Background: an optimization exercise with open tools, aiming at small area, a short achievable clock period and few clock cycles per item. Do not read the settings as production practice.
Function was checked by simulation only, so behaviour that the tests miss may differ from the original.

## the reference run
==> flow/design.v <==
module pqce_hyb_enc (
    input  wire        clk,
    input  wire        rst,
    input  wire        cmd_valid,
    output wire        cmd_ready,
    input  wire [5:0]  cmd_bw,          
    input  wire [15:0] cmd_count,       
    input  wire        in_valid,
    input  wire [31:0] in_data,
    output wire        in_ready,
    output wire        out_valid,
    output wire [7:0]  out_data,
    input  wire        out_ready,
    output wire        done,
    output wire        done_fault,      
    output wire [19:0] done_len         
);
    reg        running;       
    reg        cready;
    reg        done_r;
    reg [5:0]  bw;
    reg [15:0] rem;           
    reg        all_taken;
    reg        ended;
    reg        fault;
    reg [19:0] out_cnt;
    reg [31:0] sval, nval, cval;
    reg        sv, nv, cv;
    reg        seq, neq, ceq;
    reg        irdy;
    reg        rep_active;
    reg [15:0] repeats;
    reg [31:0] rle_val;
    reg [6:0]  run_len;
    reg [30:0] acc;
    reg [4:0]  abits;
    reg [5:0]  abw;           
    reg        space;         
    reg [6:0]  wptr, rptr;
    reg [31:0] mem [0:63];
    reg        we_r;
    reg [5:0]  wa_r;
    reg [31:0] wd_r;
    reg        slot_full;
    reg        slot_rle;
    reg [3:0]  slot_g;
    reg [6:0]  slot_end;
    localparam [2:0] R_IDLE = 3'd0, R_BPP = 3'd1, R_RH1 = 3'd2, R_RH2 = 3'd3, R_RV = 3'd4;
    reg [2:0]  rph;
    reg        act_rle;
    reg [6:0]  aend;
    reg [8:0]  bcnt;
    reg [1:0]  sel;
    reg        ov;
    reg [7:0]  od;
    wire [31:0] wmask;
    genvar gi;
    generate
        for (gi = 0; gi < 32; gi = gi + 1) begin : g_mask
            assign wmask[gi] = (bw > gi);
        end
    endgenerate
    wire [2:0] rle_nb = bw[5:3] + {2'd0, (bw[2:0] != 3'd0)};
    wire rle_busy  = (slot_full && slot_rle) || (rph != R_IDLE && act_rle);
    wire       wfull = abw[5];                       
    wire [31:0] xval = cval & wmask;
    wire [62:0] comb = {32'd0, acc} | ({31'd0, xval} << abits);
    wire       has_part = (abits != 5'd0);
    wire can_step  = cv && (nv || all_taken);
    wire open_rep  = !rep_active && (run_len[2:0] == 3'd0) && nv && neq;
    wire cont_rep  = rep_active && ceq;
    wire app       = !open_rep && !cont_rep;
    wire run_nz    = (run_len != 7'd0);
    wire st_ok     = open_rep ? (!rle_busy && (!run_nz || (!slot_full && (!has_part || space))))
                   : cont_rep ? 1'b1
                   : ((!rep_active || !slot_full) && (!wfull || space) &&
                      (run_len != 7'd63 || !slot_full));
    wire step      = can_step && st_ok;
    wire do_end    = running && !ended && !cv && !nv && !sv && all_taken;
    wire end_ok    = rep_active ? !slot_full
                   : run_nz ? (!slot_full && (!has_part || space)) : 1'b1;
    wire end_go    = do_end && end_ok;
    wire take      = irdy && in_valid;
    wire move      = nv && (!cv || step);
    wire n_load    = !nv || move;
    wire n_from_s  = sv && n_load;
    wire n_from_in = !sv && take && n_load;
    wire s_load    = !sv && take && !n_load;
    wire adv       = !ov || out_ready;
    wire give      = ov && out_ready;
    wire [6:0] g7     = (run_len + 7'd7) >> 3;
    wire [8:0] pbytes = slot_g * bw;
    wire accept    = cready && cmd_valid;
    wire cmd_bad   = (cmd_bw > 6'd32);
    wire cmd_go    = !cmd_bad && (cmd_count != 16'd0);
    assign cmd_ready  = cready;
    assign in_ready   = irdy;
    assign done       = done_r;
    assign done_fault = fault;
    assign done_len   = out_cnt;
    assign out_valid  = ov;
    assign out_data   = od;
    wire drained = !slot_full && (rph == R_IDLE) && (!ov || out_ready);
    wire finish  = running && ended && drained;
    wire running_n   = accept ? cmd_go : (running && !finish);
    wire all_taken_n = accept ? (cmd_count == 16'd0) : (take ? (rem == 16'd1) : all_taken);
    wire sv_n        = accept ? 1'b0 : (sv ? !n_load : s_load);
    reg [6:0] wptr_n, rptr_n;
    always @(*) begin
        wptr_n = wptr;
        if (step && open_rep && run_nz && has_part)
            wptr_n = wptr + 7'd1;
        else if (step && app && wfull)
            wptr_n = wptr + 7'd1;
        else if (!step && end_go && !rep_active && run_nz && has_part)
            wptr_n = wptr + 7'd1;
        rptr_n = rptr;
        if (adv && rph == R_BPP) begin
            if (bcnt == 9'd1)
                rptr_n = aend;
            else if (sel == 2'd3 && rptr != aend)
                rptr_n = rptr + 7'd1;
        end
    end
    reg        we;
    reg [31:0] wdata;
    always @(*) begin
        we    = 1'b0;
        wdata = comb[31:0];
        if (step) begin
            if (open_rep) begin
                we    = run_nz && has_part;
                wdata = {1'b0, acc};
            end else if (app) begin
                we = wfull;
            end
        end else if (end_go) begin
            we    = !rep_active && run_nz && has_part;
            wdata = {1'b0, acc};
        end
    end
    always @(posedge clk) begin
        wd_r <= wdata;
        wa_r <= wptr[5:0];
        if (we_r)
            mem[wa_r] <= wd_r;
    end
    wire [31:0] rword = mem[rptr[5:0]];
    wire [7:0]  rbyte = rword[{sel, 3'd0} +: 8];
    always @(posedge clk) begin
        if (rst) begin
            running   <= 1'b0;
            cready    <= 1'b1;
            done_r    <= 1'b0;
            irdy      <= 1'b0;
            sv        <= 1'b0;
            nv        <= 1'b0;
            cv        <= 1'b0;
            slot_full <= 1'b0;
            rph       <= R_IDLE;
            ov        <= 1'b0;
            we_r      <= 1'b0;
            wptr      <= 7'd0;
            rptr      <= 7'd0;
            space     <= 1'b1;
            sel       <= 2'd0;
        end else begin
            we_r    <= we;
            wptr    <= wptr_n;
            rptr    <= rptr_n;
            space   <= !((wptr_n[6] != rptr_n[6]) && (wptr_n[5:0] == rptr_n[5:0]));
            running <= running_n;
            irdy    <= running_n && !all_taken_n && !sv_n;
            all_taken <= all_taken_n;
            sv      <= sv_n;
            done_r <= 1'b0;
            if (accept) begin
                bw         <= cmd_bw;
                rem        <= cmd_count;
                ended      <= 1'b0;
                out_cnt    <= 20'd0;
                rep_active <= 1'b0;
                run_len    <= 7'd0;
                acc        <= 31'd0;
                abits      <= 5'd0;
                abw        <= cmd_bw;
                fault      <= cmd_bad;
                cready     <= !cmd_go;
                done_r     <= !cmd_go;
            end else if (finish) begin
                cready <= 1'b1;
                done_r <= 1'b1;
            end
            if (give)
                out_cnt <= out_cnt + 20'd1;
            if (take)
                rem <= rem - 16'd1;
            if (s_load) begin
                sval <= in_data;
                seq  <= (in_data == nval);
            end
            if (n_from_s) begin
                nval <= sval;
                neq  <= seq;
            end else if (n_from_in) begin
                nval <= in_data;
                neq  <= (in_data == nval);
            end
            if (move) begin
                cval <= nval;
                ceq  <= neq;
            end
            if (accept)
                nv <= 1'b0;
            else if (n_from_s || n_from_in)
                nv <= 1'b1;
            else if (move)
                nv <= 1'b0;
            if (accept)
                cv <= 1'b0;
            else if (move)
                cv <= 1'b1;
            else if (step)
                cv <= 1'b0;
            if (step) begin
                if (open_rep) begin
                    if (run_nz) begin
                        acc     <= 31'd0;
                        abits   <= 5'd0;
                        abw     <= bw;
                        run_len <= 7'd0;
                    end
                    rep_active <= 1'b1;
                    repeats    <= 16'd1;
                    rle_val    <= cval;
                end else if (cont_rep) begin
                    repeats <= repeats + 16'd1;
                end else begin
                    rep_active <= 1'b0;
                    abits <= abw[4:0];
                    abw   <= {1'b0, abw[4:0]} + bw;
                    if (wfull) begin
                        acc  <= comb[62:32];
                    end else begin
                        acc  <= comb[30:0];
                    end
                    run_len <= (run_len == 7'd63) ? 7'd0 : run_len + 7'd1;
                end
            end else if (end_go) begin
                ended <= 1'b1;
            end
            if (step && open_rep && run_nz) begin
                slot_full <= 1'b1;
                slot_rle  <= 1'b0;
                slot_g    <= run_len[6:3];
                slot_end  <= wptr + {6'd0, has_part};
            end else if (step && app && rep_active) begin
                slot_full <= 1'b1;
                slot_rle  <= 1'b1;
            end else if (step && app && run_len == 7'd63) begin
                slot_full <= 1'b1;
                slot_rle  <= 1'b0;
                slot_g    <= 4'd8;
                slot_end  <= wptr + {6'd0, wfull};
            end else if (end_go && rep_active) begin
                slot_full <= 1'b1;
                slot_rle  <= 1'b1;
            end else if (end_go && run_nz) begin
                slot_full <= 1'b1;
                slot_rle  <= 1'b0;
                slot_g    <= g7[3:0];
                slot_end  <= wptr + {6'd0, has_part};
            end else if (adv && rph == R_IDLE && slot_full) begin
                slot_full <= 1'b0;
            end
            if (adv) begin
                ov <= 1'b0;
                case (rph)
                R_IDLE: begin
                    if (slot_full) begin
                        ov      <= 1'b1;
                        act_rle <= slot_rle;
                        aend    <= slot_end;
                        sel     <= 2'd0;
                        if (!slot_rle) begin
                            od   <= {3'd0, slot_g, 1'b1};
                            bcnt <= pbytes;
                            rph  <= (pbytes != 9'd0) ? R_BPP : R_IDLE;
                        end else begin
                            od  <= {(repeats >= 16'd64), repeats[5:0], 1'b0};
                            rph <= (repeats >= 16'd64) ? R_RH1 :
                                   (rle_nb != 3'd0)     ? R_RV  : R_IDLE;
                        end
                    end
                end
                R_RH1: begin
                    ov  <= 1'b1;
                    od  <= {(repeats >= 16'd8192), repeats[12:6]};
                    rph <= (repeats >= 16'd8192) ? R_RH2 :
                           (rle_nb != 3'd0)       ? R_RV  : R_IDLE;
                end
                R_RH2: begin
                    ov  <= 1'b1;
                    od  <= {5'd0, repeats[15:13]};
                    rph <= (rle_nb != 3'd0) ? R_RV : R_IDLE;
                end
                R_RV: begin
                    ov  <= 1'b1;
                    od  <= rle_val[{sel, 3'd0} +: 8];
                    sel <= sel + 2'd1;
                    if ({1'b0, sel} + 3'd1 == rle_nb) begin
                        rph <= R_IDLE;
                        sel <= 2'd0;
                    end
                end
                R_BPP: begin
                    ov   <= 1'b1;
                    od   <= (rptr != aend) ? rbyte : 8'd0;
                    sel  <= sel + 2'd1;
                    bcnt <= bcnt - 9'd1;
                    if (bcnt == 9'd1) begin
                        rph  <= R_IDLE;
                        sel  <= 2'd0;
                    end
                end
                default: rph <= R_IDLE;
                endcase
            end
        end
    end
endmodule
export LEC_CHECK = 0
export CAP_MARGIN = 20
export CORE_MARGIN = 2
export CORE_UTILIZATION = 40
export CTS_CLUSTER_DIAMETER = 100
export CTS_CLUSTER_SIZE = 24
export SETUP_SLACK_MARGIN = 4.5
export SLEW_MARGIN = 20
create_clock -name core_clock -period 8.0 [get_ports {clk}]
run.sh (not shown) runs the stock make flow with config.mk's settings and CLKGATE_MAP_FILE= SYNTH_SCRIPT=/design/flow/synth_recipe.tcl, a recipe that flattens the netlist after the stock synthesis.
Testbench counts of the reference run, summed over its fixed seeds: cycles 75,318, items 53,034.
Modified inputs, the trial run compared to the reference run
Settings: SETUP_SLACK_MARGIN changed from 4.5 to 4.3.
==> comparison <==
The final net count reported for the trial run is smaller than that of the reference run by about 1%. Delta (the trial run minus the reference run): first-pass GRT wire length barely changed; final worst slack dropped 260 ps. Die area: the reference run vs the trial run identical. Sort the reference run and the trial run by final cell utilization of the core desc -> top: the reference run. | clock skew | the trial run vs the reference run | better |. After synthesis and placement, the instance count of the trial run is below that of the reference run. The routed wire length in the trial run sits about 0.4% below the value recorded for the reference run.

-- separate check: timing with driven ports --
The flow's constraints put no driver on any port. The routed layouts listed below were extracted and timed again, unchanged, in two steps. Step 1, drivers: a clkbuf_16 drives clk and a buf_2 each remaining input, both assumed. Step 2 moves the port delays by t, midway between the first and last clock arrival at a register: inputs arrive t later, outputs are due t later. That takes back most of the time a late clock gives input paths. a / b / c = ideal ports / drivers / drivers and shift; a / b = the first two.
| run | shift t [ns] | slack for setup (ns) | clock arrival spread, ns | worst register clock-pin slew, ns | worst slew at a driven data input, ns |
|---|---|---|---|---|---|
| the reference run | 0.892 | 4.507 / 4.462 / 3.904 | 0.076 / 0.076 | 0.12 / 0.12 | 0.06 |
| the trial run | 0.865 | 4.250 / 4.233 / 3.990 | 0.068 / 0.067 | 0.11 / 0.11 | 0.06 |
After both steps every run listed still meets setup and hold. For the reference run, which loses most, drivers alone change the setup slack by -0.045 ns; drivers and shift together by -0.603 ns.
